Background: an optimization exercise with open tools, aiming at small area. Do not read the settings as production practice.
Only simulation tests tie the RTL to the original design; equivalence was not proved.
Power figures rest on the tool's default switching activity, not on a simulated workload.

### design.v
module fm_divider #(
    parameter NW = 24,           
    parameter DW = 16            
) (
    input  wire          clk,
    input  wire          rst_n,
    input  wire          start,
    input  wire [NW-1:0] num,
    input  wire [DW-1:0] den,
    output reg  [NW-1:0] quo,
    output reg           done
);
    localparam CW = $clog2(NW + 1);
    reg  [DW-1:0] rem;
    reg  [DW-1:0] den_r;
    reg  [CW-1:0] cnt;
    reg           busy;
    wire [DW:0]   trial = {rem, quo[NW-1]};
    wire          fits  = trial >= {1'b0, den_r};
    wire [DW:0]   diff  = trial - {1'b0, den_r};
    always @(posedge clk) begin
        if (!rst_n) begin
            rem   <= {DW{1'b0}};
            den_r <= {DW{1'b0}};
            quo   <= {NW{1'b0}};
            cnt   <= {CW{1'b0}};
            busy  <= 1'b0;
            done  <= 1'b0;
        end else begin
            done <= 1'b0;
            if (start) begin
                rem   <= {DW{1'b0}};
                den_r <= den;
                quo   <= num;
                cnt   <= NW[CW-1:0];
                busy  <= 1'b1;
            end else if (busy) begin
                rem <= fits ? diff[DW-1:0] : trial[DW-1:0];
                quo <= {quo[NW-2:0], fits};
                cnt <= cnt - 1'b1;
                if (cnt == 1) begin
                    busy <= 1'b0;
                    done <= 1'b1;
                end
            end
        end
    end
endmodule
module flowmeter_core (
    input  wire       clk,
    input  wire       rst_n,         
    input  wire       pulse_in,
    input  wire       tick_m,
    input  wire       tick_c,
    output wire       dac_clk,
    output wire       dac_data,
    output wire       dac_load,
    output wire [1:0] cstate,
    output wire       seq_fault
);
    function [24:0] seg_b;
        input [3:0] i;
        case (i)
            4'd0: seg_b = 25'd24107584;
            4'd1: seg_b = 25'd21337088;
            4'd2: seg_b = 25'd18771456;
            4'd3: seg_b = 25'd18776576;
            4'd4: seg_b = 25'd13441672;
            4'd5: seg_b = 25'd13453376;
            4'd6: seg_b = 25'd11206784;
            4'd7: seg_b = 25'd11200000;
            4'd8: seg_b = 25'd8400896;
            4'd9: seg_b = 25'd5688832;
            4'd10: seg_b = 25'd4268032;
            4'd11: seg_b = 25'd1921024;
            4'd12: seg_b = 25'd537600;
            4'd13: seg_b = 25'd896000;
            4'd14: seg_b = 25'd320512;
            4'd15: seg_b = 25'd41984;
        endcase
    endfunction
    function [11:0] seg_c;
        input [3:0] i;
        case (i)
            4'd0: seg_c = 12'd3944;
            4'd1: seg_c = 12'd3979;
            4'd2: seg_c = 12'd4029;
            4'd3: seg_c = 12'd4029;
            4'd4: seg_c = 12'd99;
            4'd5: seg_c = 12'd99;
            4'd6: seg_c = 12'd199;
            4'd7: seg_c = 12'd200;
            4'd8: seg_c = 12'd449;
            4'd9: seg_c = 12'd988;
            4'd10: seg_c = 12'd1266;
            4'd11: seg_c = 12'd1999;
            4'd12: seg_c = 12'd3280;
            4'd13: seg_c = 12'd2000;
            4'd14: seg_c = 12'd2899;
            4'd15: seg_c = 12'd3768;
        endcase
    endfunction
    function [5:0] seg_t;
        input [3:0] i;
        case (i)
            4'd0: seg_t = 6'd11;
            4'd1: seg_t = 6'd23;
            4'd2: seg_t = 6'd20;
            4'd3: seg_t = 6'd24;
            4'd4: seg_t = 6'd2;
            4'd5: seg_t = 6'd18;
            4'd6: seg_t = 6'd13;
            4'd7: seg_t = 6'd32;
            4'd8: seg_t = 6'd3;
            4'd9: seg_t = 6'd3;
            4'd10: seg_t = 6'd21;
            4'd11: seg_t = 6'd12;
            4'd12: seg_t = 6'd0;
            4'd13: seg_t = 6'd32;
            4'd14: seg_t = 6'd32;
            4'd15: seg_t = 6'd24;
        endcase
    endfunction
    function [3:0] seg_of;
        input [11:0] v;
        begin
            if (v >= 12'd2500) seg_of = 4'd0;
            else if (v >= 12'd1600) seg_of = 4'd1;
            else if (v >= 12'd1300) seg_of = 4'd2;
            else if (v >= 12'd1000) seg_of = 4'd3;
            else if (v >= 12'd800) seg_of = 4'd4;
            else if (v >= 12'd700) seg_of = 4'd5;
            else if (v >= 12'd575) seg_of = 4'd7;
            else if (v >= 12'd500) seg_of = 4'd6;
            else if (v >= 12'd350) seg_of = 4'd7;
            else if (v >= 12'd250) seg_of = 4'd8;
            else if (v >= 12'd160) seg_of = 4'd9;
            else if (v >= 12'd100) seg_of = 4'd10;
            else if (v >= 12'd60) seg_of = 4'd11;
            else if (v >= 12'd35) seg_of = 4'd12;
            else if (v >= 12'd20) seg_of = 4'd13;
            else if (v >= 12'd10) seg_of = 4'd14;
            else if (v >= 12'd5) seg_of = 4'd15;
            else seg_of = 4'd0;
        end
    endfunction
    function [2:0] t3_of;
        input [23:0] v;
        begin
            if (v <= 24'd7)       t3_of = 3'd7;
            else if (v <= 24'd9)  t3_of = 3'd6;
            else if (v <= 24'd11) t3_of = 3'd5;
            else if (v <= 24'd13) t3_of = 3'd4;
            else if (v <= 24'd18) t3_of = 3'd3;
            else if (v <= 24'd27) t3_of = 3'd2;
            else if (v <= 24'd55) t3_of = 3'd1;
            else                  t3_of = 3'd0;
        end
    endfunction
    localparam [1:0] S_IDLE = 2'd0, S_DIV = 2'd1, S_CODE = 2'd2, S_DAC = 2'd3;
    reg         pin_prev;
    reg         inh;
    reg  [1:0]  st;
    reg  [2:0]  t3;
    reg  [23:0] mt;          
    reg  [11:0] ct;          
    reg  [15:0] pc;          
    reg         nz;          
    reg  [23:0] snap;        
    reg         dclk, ddata, dload;
    assign dac_clk   = dclk;
    assign dac_data  = ddata;
    assign dac_load  = dload;
    assign seq_fault = 1'b0;
    assign cstate    = {inh, ~inh & nz};
    wire        capture = ~inh & pulse_in & ~pin_prev;
    wire        scode   = (st == S_CODE);
    wire [12:0] mt_lo1  = {1'b0, mt[11:0]} + 13'd1;
    wire [11:0] mt_hi1  = mt[23:12] + {11'd0, scode | mt_lo1[12]};   
    wire [23:0] mt_inc  = {mt_hi1, mt_lo1[11:0]} | {{16{&mt}}, 8'd0};
    wire [11:0] ct_inc  = ct + 12'd1;
    wire        trip    = ct[11] & (ct[10:8] != 3'd0);
    wire [11:0] avg     = snap[11:0];
    wire        hi      = (snap[23:12] != 12'd0);           
    wire        sathi   = ~hi & (avg < 12'd5);              
    wire        sat     = hi | (avg >= 12'd4000) | sathi;   
    wire [3:0]  seg     = seg_of(avg);
    wire        inv     = (seg == 4'd12);
    wire [24:0] b_c     = seg_b(seg);
    wire [11:0] c_c     = sat ? (sathi ? 12'd4095 : 12'd37) : seg_c(seg);
    wire [5:0]  t_c     = seg_t(seg);
    wire [6:0]  cnt     = ct[6:0];
    wire [4:0]  step    = cnt[6:1] - 5'd1;                  
    wire        bbit    = b_c[5'd24 - step] & ~sat;
    wire        div1    = (st == S_DIV);
    wire [16:0] trial   = div1 ? {mt[15:0], snap[23]} : {4'd0, mt[11:0], bbit};
    wire [16:0] dv      = div1 ? {1'b0, pc} : {5'd0, avg};
    wire [17:0] ddiff   = {1'b0, trial} - {1'b0, dv};
    wire        fits    = ~ddiff[17];
    wire [15:0] rem_nx  = fits ? ddiff[15:0] : trial[15:0];
    wire        qb      = (fits ^ inv) & ~sat;
    wire [4:0]  cidx    = 5'd19 - step;
    wire        cbit    = (step >= 5'd8) & (step < 5'd20) & c_c[cidx[3:0]];
    wire        carry   = ({1'b0, pc[4:0]} >= t_c) & ~sat;
    always @(posedge clk) begin
        pin_prev <= pulse_in;
        if (!rst_n) begin
            inh   <= 1'b1;
            st    <= S_IDLE;
            t3    <= 3'd0;
            dclk  <= 1'b0;
            ddata <= 1'b0;
            dload <= 1'b1;
        end else begin
            case (st)
                S_IDLE: begin
                    if (inh) begin
                        inh <= 1'b0;
                        mt  <= 24'd0;
                        ct  <= {1'b0, t3, 8'd0};
                        pc  <= 16'd0;
                        nz  <= 1'b0;
                    end else if (trip) begin
                        inh <= 1'b1;
                        st  <= S_DIV;
                        ct  <= 12'd0;
                        mt  <= 24'd0;
                    end else begin
                        if (capture) begin
                            snap <= mt;
                            nz   <= 1'b1;
                            if (nz && pc != 16'hFFFE) pc <= pc + 16'd1;
                        end
                        if (tick_m) mt <= mt_inc;
                        if (tick_c) ct <= ct_inc;
                    end
                end
                S_DIV: begin
                    mt[15:0] <= rem_nx;
                    snap     <= {snap[22:0], fits};
                    ct       <= ct_inc;
                    if (cnt == 7'd23) begin
                        st <= S_CODE;
                        ct <= 12'd0;
                    end
                end
                S_CODE: begin
                    ct <= ct_inc;
                    if (cnt == 7'd0) begin
                        t3 <= t3_of(snap);
                        mt <= 24'd0;
                    end else if (cnt == 7'd52) begin
                        if (carry) mt[23:12] <= mt_hi1;
                        st <= S_DAC;
                        ct <= 12'd0;
                    end else if (cnt[6:1] != 6'd0) begin
                        if (!cnt[0]) begin
                            mt[11:0] <= rem_nx[11:0];
                            if (step < 5'd20) mt[23:12] <= {mt[22:12], qb};
                            else              pc[4:0]   <= {pc[3:0], qb};
                        end else if (cbit) begin
                            mt[23:12] <= mt_hi1;
                        end
                    end
                end
                default: begin
                    ct <= ct_inc;
                    if (cnt[5:2] != 4'd12) begin
                        case (cnt[1:0])
                            2'd0: dclk  <= 1'b0;
                            2'd1: ddata <= mt[23];
                            2'd2: dclk  <= 1'b1;
                            default: mt[23:12] <= {mt[22:12], 1'b0};
                        endcase
                    end else begin
                        case (cnt[1:0])
                            2'd0: dclk  <= 1'b0;
                            2'd1: dload <= 1'b0;
                            2'd2: dload <= 1'b1;
                            default: st <= S_IDLE;
                        endcase
                    end
                end
            endcase
        end
    end
endmodule
### flow/run.sh
#!/bin/bash
# Layout flow: the standard flow (standard.sh) with two changes.
#  1. After the standard synthesis, the combinational logic between the
#     registers is re-mapped by ABC for area (flow/reopt.abc); the registers
#     (their names and cells) are kept exactly as the standard synthesis made
#     them, only the gates between them change.
#  2. Clock tree synthesis runs without dummy loads.
# Each tool's output goes to a log file in this folder.
set -euo pipefail
export CTS_ARGS="-sink_clustering_enable -repair_clock_nets -buf_list sky130_fd_sc_hd__clkbuf_8 -dont_use_dummy_load"
bash standard.sh synth > synth.log 2>&1

R=orfs/results/${FLOW_PLATFORM}/flowmeter_core/base
LIB=${FLOW_HOME}/platforms/${FLOW_PLATFORM}/lib/sky130_fd_sc_hd__tt_025C_1v80.lib
YOSYS=${FLOW_HOME}/../tools/install/yosys/bin/yosys
DONT_USE=""
for c in sky130_fd_sc_hd__probe_p_8 sky130_fd_sc_hd__probec_p_8 sky130_fd_sc_hd__lpflow_bleeder_1 sky130_fd_sc_hd__lpflow_clkbufkapwr_1 sky130_fd_sc_hd__lpflow_clkbufkapwr_16 sky130_fd_sc_hd__lpflow_clkbufkapwr_2 sky130_fd_sc_hd__lpflow_clkbufkapwr_4 sky130_fd_sc_hd__lpflow_clkbufkapwr_8 sky130_fd_sc_hd__lpflow_clkinvkapwr_1 sky130_fd_sc_hd__lpflow_clkinvkapwr_16 sky130_fd_sc_hd__lpflow_clkinvkapwr_2 sky130_fd_sc_hd__lpflow_clkinvkapwr_4 sky130_fd_sc_hd__lpflow_clkinvkapwr_8 sky130_fd_sc_hd__lpflow_decapkapwr_12 sky130_fd_sc_hd__lpflow_decapkapwr_3 sky130_fd_sc_hd__lpflow_decapkapwr_4 sky130_fd_sc_hd__lpflow_decapkapwr_6 sky130_fd_sc_hd__lpflow_decapkapwr_8 sky130_fd_sc_hd__lpflow_inputiso0n_1 sky130_fd_sc_hd__lpflow_inputiso0p_1 sky130_fd_sc_hd__lpflow_inputiso1n_1 sky130_fd_sc_hd__lpflow_inputiso1p_1 sky130_fd_sc_hd__lpflow_inputisolatch_1 sky130_fd_sc_hd__lpflow_isobufsrc_1 sky130_fd_sc_hd__lpflow_isobufsrc_16 sky130_fd_sc_hd__lpflow_isobufsrc_2 sky130_fd_sc_hd__lpflow_isobufsrc_4 sky130_fd_sc_hd__lpflow_isobufsrc_8 sky130_fd_sc_hd__lpflow_isobufsrckapwr_16 sky130_fd_sc_hd__lpflow_lsbuf_lh_hl_isowell_tap_1 sky130_fd_sc_hd__lpflow_lsbuf_lh_hl_isowell_tap_2 sky130_fd_sc_hd__lpflow_lsbuf_lh_hl_isowell_tap_4 sky130_fd_sc_hd__lpflow_lsbuf_lh_isowell_4 sky130_fd_sc_hd__lpflow_lsbuf_lh_isowell_tap_1 sky130_fd_sc_hd__lpflow_lsbuf_lh_isowell_tap_2 sky130_fd_sc_hd__lpflow_lsbuf_lh_isowell_tap_4 sky130_fd_sc_hd__fill_1 sky130_fd_sc_hd__fill_2 sky130_fd_sc_hd__fill_4 sky130_fd_sc_hd__fill_8 ; do DONT_USE="$DONT_USE -dont_use $c"; done
cp "$R/1_2_yosys.v" reopt_in.v
cat > reopt.ys <<EOY
read_liberty -overwrite -ignore_miss_func $LIB
read_verilog reopt_in.v
hierarchy -top ${FLOW_TOP}
blackbox sky130_fd_sc_hd__edfxtp_1 sky130_fd_sc_hd__dfxtp_1 sky130_fd_sc_hd__conb_1
flatten
read_liberty -lib -overwrite -ignore_miss_func $LIB
hierarchy -top ${FLOW_TOP}
opt_clean -purge
abc -liberty $LIB $DONT_USE -script $PWD/flow/reopt.abc
opt_clean -purge
setundef -zero
hilomap -singleton -hicell sky130_fd_sc_hd__conb_1 HI -locell sky130_fd_sc_hd__conb_1 LO
insbuf -buf sky130_fd_sc_hd__buf_4 A X
splitnets
opt_clean -purge
rename -enumerate -pattern _r%_ t:* w:*
check -assert -mapped
stat -liberty $LIB
write_verilog -noattr -nohex -nodec reopt_out.v
EOY
"$YOSYS" -s reopt.ys > reopt.log 2>&1
# the registers must be exactly those of the standard synthesis
grep -oE 'sky130_fd_sc_hd__[a-z0-9_]*(df|dl)[a-z0-9_]* +[^ ]+' reopt_in.v | sort > regs_in.txt
grep -oE 'sky130_fd_sc_hd__[a-z0-9_]*(df|dl)[a-z0-9_]* +[^ ]+' reopt_out.v | sort > regs_out.txt
cmp regs_in.txt regs_out.txt
cp reopt_out.v "$R/1_2_yosys.v"
rm -f "$R/1_synth.odb" "$R/1_synth.sdc"
bash standard.sh > standard.log 2>&1
### flow/reopt.abc
strash
dch
map -a
mfs2
strash
dch
map -a
mfs2
strash
dch
map -a
mfs2
strash
dch
map -a
mfs2
strash
dch
map -a
### standard.sh
#!/bin/bash
# synth_recipe.tcl (not shown) runs the flow's synth.tcl, then flattens the netlist and writes it again
# the make line also repeats each setting of config.mk as NAME=value (left out here)
make -C /OpenROAD-flow-scripts/flow DESIGN_CONFIG=/design/flow/config.mk WORK_HOME=/design/flow/orfs CLKGATE_MAP_FILE= SYNTH_SCRIPT=/design/flow/synth_recipe.tcl "${@:-finish}"
### config.mk
export PLATFORM = sky130hd
export DESIGN_NAME = flowmeter_core
export DESIGN_NICKNAME = flowmeter_core
export VERILOG_FILES = /design/flow/design.v
export SDC_FILE = /design/flow/constraint.sdc
export NUM_CORES = 4
export LEC_CHECK = 0
export ABC_AREA = 1
export CAP_MARGIN = 20
export CORE_MARGIN = 2
export CORE_UTILIZATION = 65
export CTS_BUF_LIST = sky130_fd_sc_hd__clkbuf_8
export SLEW_MARGIN = 20
### constraint.sdc
create_clock -name core_clock -period 18.0 [get_ports {clk}]
set_input_delay 3.6000 -clock core_clock [delete_from_list [all_inputs] [get_ports {clk}]]
set_output_delay 3.6000 -clock core_clock [all_outputs]
set_load 0.01 [all_outputs]
==> results.tsv, run 1 <==
stage	metric	value	unit
drt	wire length per cell	18.1	um
placement	HPWL Detailed	14800	um
placement	IO buf count	9	
setup_path	startpoint types	register	
clock_tree	Clock transition at path regs	0.09	ns
sta	relative slew slack	33.9	%
placement	Post-Place Setup Slack	10.15	ns
clock_tree	clk sinks	87	
setup_path	worst path arrival time	8.23	ns
sta	final setup margin	9.83	ns
setup_path	CP Max Fanout	24	
hold_path	Hold Crit Class	register to register	
drt	vias	7225	
pwr	PwrDens	185	nW/um2
global_routing	All-Layer GR Usage	37.2	%
drt	Detailed Route WL	19800	um
placement	gpl congestion	0.996	
finish	ANT cells	0	
pwr	Pwr Total	1.28	mW
sta	setup tns final	0	ns
floorplanning	FP Rows	36	
synthesis	Post-Syn Instances	940	
clock_tree	clock latency on the worst-skew pair	0.38	ns
global_routing	vias in the first global route	6768	
floorplanning	Die Ht	104	um
finish	fin cells	1094	
global_routing	pin count of the biggest net entering global routing	81	
placement	Cells after DPL	1085	
sta	clk_skew	0.0313	ns
finish	Area Growth Syn to Fin	6.64	%
clock_tree	cts bufs inserted	9	
global_routing	initial antenna violation count	0	
status	run status	finished clean	
setup_path	Critical Path Slowest Stage Cell	edfxtp_1	
synthesis	Synthesis Warnings	1	
setup_path	CP dominant cell by count	nor2_1	
sta	minimum clock period	8.17	ns
synthesis	Net Count, Synth	945	
run	max-cap violation count	0	
clock_tree	hold_buf cts	0	
global_routing	global-route wire length before repair	32500	um
sta	RSZ-0062 raised after global routing	false	
drt	DRT iter0 DRCs	1039	
drt	1st-pass router iterations	6	
floorplanning	die width	104	um
finish	fillers	762	
drt	Post-DRT Antenna Nets	0	
pwr	worst vdd ir	138	uV
global_routing	global route overflow	0	
sta	fmax	0.122	GHz
clock_tree	H-tree levels	3	
sta	Final period util	45.4	%
drt	DRC violations left	0	
sta	worst-margin pin slew	0.983	ns
floorplanning	I/O pin cnt	11	
sta	Min Hold Slack	0.495	ns
synthesis	syn_area_per_cell	6.89	um2
clock_tree	# Post-CTS Setup Buffers	0	
sta	Slew Viols, Final	0	
clock_tree	post-CTS sizing	0	
setup_path	slowest stage delay, CP	0.50	ns
sta	endpoints failing setup	0	
finish	layout cells sized above 1	2.29	%
floorplanning	die area	10800	um2
placement	dpl cell area	6780	um2
sta	Final Hold Viols	0	
setup_path	Critical Path RT	18.06	ns
finish	fin nets	968	
floorplanning	initial core utilization	66.6	%
finish	Final Cell Area	6910	um2
finish	Final Util	71.0	%
drt	via/cell ratio	6.60	
setup_path	Crit. End Element	register	
synthesis	netlist area before placement	6480	um2
pwr	leakage	2.25	nW
setup_path	kind of critical path	register to register	
clock_tree	clock root buffer	clkbuf_8	
floorplanning	Core Footprint	9730	um2
clock_tree	CTS tree	done	
clock_tree	Max clock buf depth	2	
[layout make-up]
class | count | area (um2) | share of cell area [%]
timing repair buffer | 14 | 128 | 1.85
clock buffer | 9 | 124 | 1.79
multi-input combinational | 695 | 3390 | 49.1
tap | 133 | 166 | 2.41
inverter | 156 | 586 | 8.47
sequential | 87 | 2510 | 36.4
[cells in the final DEF (no fill, tap or decap), types with 11 or more instances in the layout]
master / instances
nor2_1: 192
clkinv_1: 156
nand2_1: 135
o21ai_0: 124
edfxtp_1: 77
a21oi_1: 62
nand3_1: 29
nor3_1: 24
a31oi_1: 14
o22ai_1: 14
nor4_1: 11
[layer usage]
layer | vias to the layer above | track usage (%) | routed length [um]
li1 | 3322 | - | -
met3 | 98 | 7.36 | 2170
met2 | 581 | 59.5 | 9130
met4 | 0 | 19.3 | 937
met1 | 3224 | 47.9 | 7540
met5 | - | 0 | 0
[sequential cells by signal (all words and copies together) (netlist names)]
name and flops:
pc 16, inh 1, snap 24, pin_prev 1
t3 3, ct 12, ddata 1, nz 1
dload 1, dclk 1, mt 24, st 2
[report_power, final]
part           switching, mW  internal (mW)
combinational          0.519          0.228
clock                 0.0678         0.0449
sequential            0.0793          0.338
total                  0.666          0.610
[final timing paths]
check / startpoint / end / slack, ns / depth (start not counted)
setup / recovery: snap[6] / mt[3] / 9.83 / 49
hold / removal: dclk / dclk / 0.49 / 2
setup reg to reg: snap[6] / mt[3] / 9.83 / 49
hold reg to reg: dclk / dclk / 0.49 / 2
[worst max-delay path: cells and delay by family (launching register included)]
kind	cells	cell delay [ns]
simple gates	22	3.15
buf+inv	7	1.09
compound gates	20	3.12
flops	1	0.50
==> run 2, diff against run 1 <==
--- a/flow/run.sh
+++ b/flow/run.sh
@@ -1,7 +1,8 @@
 #!/bin/bash
 # Layout flow: the standard flow (standard.sh) with two changes.
 #  1. After the standard synthesis, the combinational logic between the
-#     registers is re-mapped by ABC for area (flow/reopt.abc); the registers
+#     registers is re-mapped by ABC for area (flow/reopt.abc: a time-limited
+#     &deepsyn restructuring, then area mapping); the registers
 #     (their names and cells) are kept exactly as the standard synthesis made
 #     them, only the gates between them change.
 #  2. Clock tree synthesis runs without dummy loads.
==> flow/reopt.abc (replaced) <==
strash
&get -n
&deepsyn -T 40
&put
dch
amap
mfs2
strash
dch
amap
mfs2
strash
dch
amap
==> results.tsv, run 2 <==
stage	metric	value	unit	change
status	run status	finished clean		unchanged
placement	HPWL Detailed	13900	um	was 14800 um
setup_path	CP dominant cell by count	nor2_1		unchanged
synthesis	Synthesis Warnings	1		unchanged
sta	minimum clock period	13.16	ns	was 8.17 ns
sta	Final Hold Viols	0		unchanged
placement	gpl congestion	1.03		was 0.996
clock_tree	clock latency on the worst-skew pair	0.36	ns	was 0.38 ns
global_routing	vias in the first global route	5800		was 6768
setup_path	CP Max Fanout	11		was 24
setup_path	slowest stage delay, CP	0.83	ns	was 0.50 ns
global_routing	global route overflow	0		unchanged
global_routing	All-Layer GR Usage	37.0	%	was 37.2%
clock_tree	hold_buf cts	0		unchanged
global_routing	initial antenna violation count	0		unchanged
synthesis	Post-Syn Instances	782		was 940
setup_path	Critical Path RT	18.20	ns	was 18.06 ns
finish	Largest regs	mt x24, snap x24, pc x16		unchanged
pwr	leakage	2.03	nW	was 2.25 nW
sta	fmax	0.0760	GHz	was 0.122 GHz
drt	DRT iter0 DRCs	920		was 1039
finish	fin nets	810		was 968
sta	endpoints failing setup	0		unchanged
finish	area of the multi-input gates	3020	um2	was 3390 um2
floorplanning	initial core utilization	67.6	%	was 66.6%
setup_path	kind of critical path	register to register		unchanged
setup_path	startpoint types	register		unchanged
floorplanning	die width	99.7	um	was 104 um
clock_tree	H-tree levels	3		unchanged
sta	relative slew slack	27.6	%	was 33.9%
floorplanning	die area	9940	um2	was 10800 um2
clock_tree	# Post-CTS Setup Buffers	0		unchanged
finish	layout cells sized above 1	2.12	%	was 2.29%
placement	IO buf count	9		unchanged
drt	Post-DRT Antenna Nets	0		unchanged
drt	wire length per cell	20.0	um	was 18.1 um
drt	DRC violations left	0		unchanged
sta	setup tns final	0	ns	unchanged
pwr	Pwr Total	776	uW	was 1.28 mW
finish	most common cell after layout, fill and taps aside	nor2_1		unchanged
setup_path	Crit. End Element	register		unchanged
synthesis	netlist area before placement	5950	um2	was 6480 um2
drt	Detailed Route WL	18200	um	was 19800 um
sta	worst-margin pin slew	1.08	ns	was 0.983 ns
sta	RSZ-0062 raised after global routing	false		unchanged
clock_tree	clk sinks	87		unchanged
finish	Seq. cell area	2510	um2	unchanged
hold_path	Hold Crit Class	register to register		unchanged
run	max-cap violation count	0		unchanged
clock_tree	Clock transition at path regs	0.08	ns	was 0.09 ns
pwr	worst vdd ir	75.0	uV	was 138 uV
global_routing	pin count of the biggest net entering global routing	32		was 81
clock_tree	clock root buffer	clkbuf_8		unchanged
pwr	PwrDens	122	nW/um2	was 185 nW/um2
sta	final setup margin	4.84	ns	was 9.83 ns
setup_path	worst path arrival time	13.37	ns	was 8.23 ns
placement	Post-Place Setup Slack	5.00	ns	was 10.15 ns
sta	Final period util	73.1	%	was 45.4%
floorplanning	FP Rows	34		was 36
sta	clk_skew	0.0271	ns	was 0.0313 ns
finish	ANT cells	0		unchanged
synthesis	syn_area_per_cell	7.61	um2	was 6.89 um2
setup_path	Critical Path Slowest Stage Cell	nor4_1		was edfxtp_1
synthesis	Net Count, Synth	787		was 945
finish	most frequent cells in the layout	nor2_1, clkinv_1, edfxtp_1, o21ai_0, nand2_1		was nor2_1, clkinv_1, nand2_1, o21ai_0, edfxtp_1
clock_tree	Max clock buf depth	2		unchanged
finish	fillers	666		was 762
drt	1st-pass router iterations	7		was 6
global_routing	global-route wire length before repair	28900	um	was 32500 um
drt	via/cell ratio	7.05		was 6.60
floorplanning	Core Footprint	8810	um2	was 9730 um2
clock_tree	CTS tree	done		unchanged
sta	Slew Viols, Final	0		unchanged
drt	vias	6418		was 7225
finish	Area Growth Syn to Fin	6.43	%	was 6.64%
clock_tree	post-CTS sizing	0		unchanged
floorplanning	I/O pin cnt	11		unchanged
clock_tree	cts bufs inserted	9		unchanged
floorplanning	Die Ht	99.7	um	was 104 um
==> run 2: per-layer routing <==
layer	vias up	part of all wire [%]	global-route usage (%)
met1	2892	39	49.4
met2	500	45	57.6
met3	98	12	9.07
li1	2928	-	-
met5	-	0	0
met4	0	4.5	16.1
==> run 2: power breakdown <==
group / switching, mW / internal (mW) / leakage [nW]
Clock: 0.0634 / 0.0449 / 0.0647
Sequential: 0.0474 / 0.279 / 0.821
Combinational: 0.231 / 0.110 / 1.15
Total: 0.342 / 0.434 / 2.03
==> run 2: final timing paths <==
| kind | from | end | slack, ns | cells after the start |
|---|---|---|---|---|
| worst max-delay path | snap[8] | mt[12] | 4.84 | 61 |
| worst min-delay path | t3[2] | t3[2] | 0.48 | 2 |
| worst max register to register | snap[8] | mt[12] | 4.84 | 61 |
| worst min register to register | t3[2] | t3[2] | 0.48 | 2 |
==> run 2: worst max-delay path: cells and delay by family, from the launching register on <==
family	cells	cell delay (ns)
DFF	1	0.39
buffers and inverters	7	1.40
and+or+nand+nor	30	5.96
AOI/OAI and AO/OA	24	5.28
==> run 2: metrics by stage <==
step	area [um2]	cells	utilization, %	hold slack (ns)
floorplan	5950	782	-	0.443
global placement	6210	902	70.6	0.466
detailed placement	6210	902	70.6	0.468
CTS	6340	911	72.0	0.479
global route	6340	911	72.0	0.492
finish	6340	911	72.0	0.484
==> run 2: layout make-up <==
cell class / instances / share of cell area [%]
Clock buffer: 9 / 1.95
Multi-Input combinational cell: 581 / 47.6
Inverter: 112 / 6.63
Timing Repair Buffer: 14 / 2.01
Sequential cell: 87 / 39.6
Tap cell: 108 / 2.13

==> re-timing with driven ports <==
The flow's constraints put no driver on any port. The routed layouts listed below were extracted and timed again, unchanged, in two steps.
Step 1 sets driving cells, clkbuf_16 on the clock port and buf_2 on the other inputs (assumed; they add their load-dependent delay and slew).
Step 2, shift: input delay + t, output delay - t, t = (earliest + latest rising clock arrival at the registers) / 2. This alone moves slack from input paths to output paths.
Slacks: ideal / step 1 / step 2; pairs: ideal / step 1.
| run | t, ns | setup WS [ns] | worst setup path after step 2 | worst register clock-pin slew, ns | cell pins on the clock port's net |
|---|---|---|---|---|---|
| run 1 | 0.398 | 9.830 / 9.830 / 9.830 | register to register | 0.10 / 0.10 | 1 |
| run 2 | 0.386 | 4.838 / 4.838 / 4.838 | register to register | 0.09 / 0.09 | 1 |
After both steps every run listed still meets setup and hold.
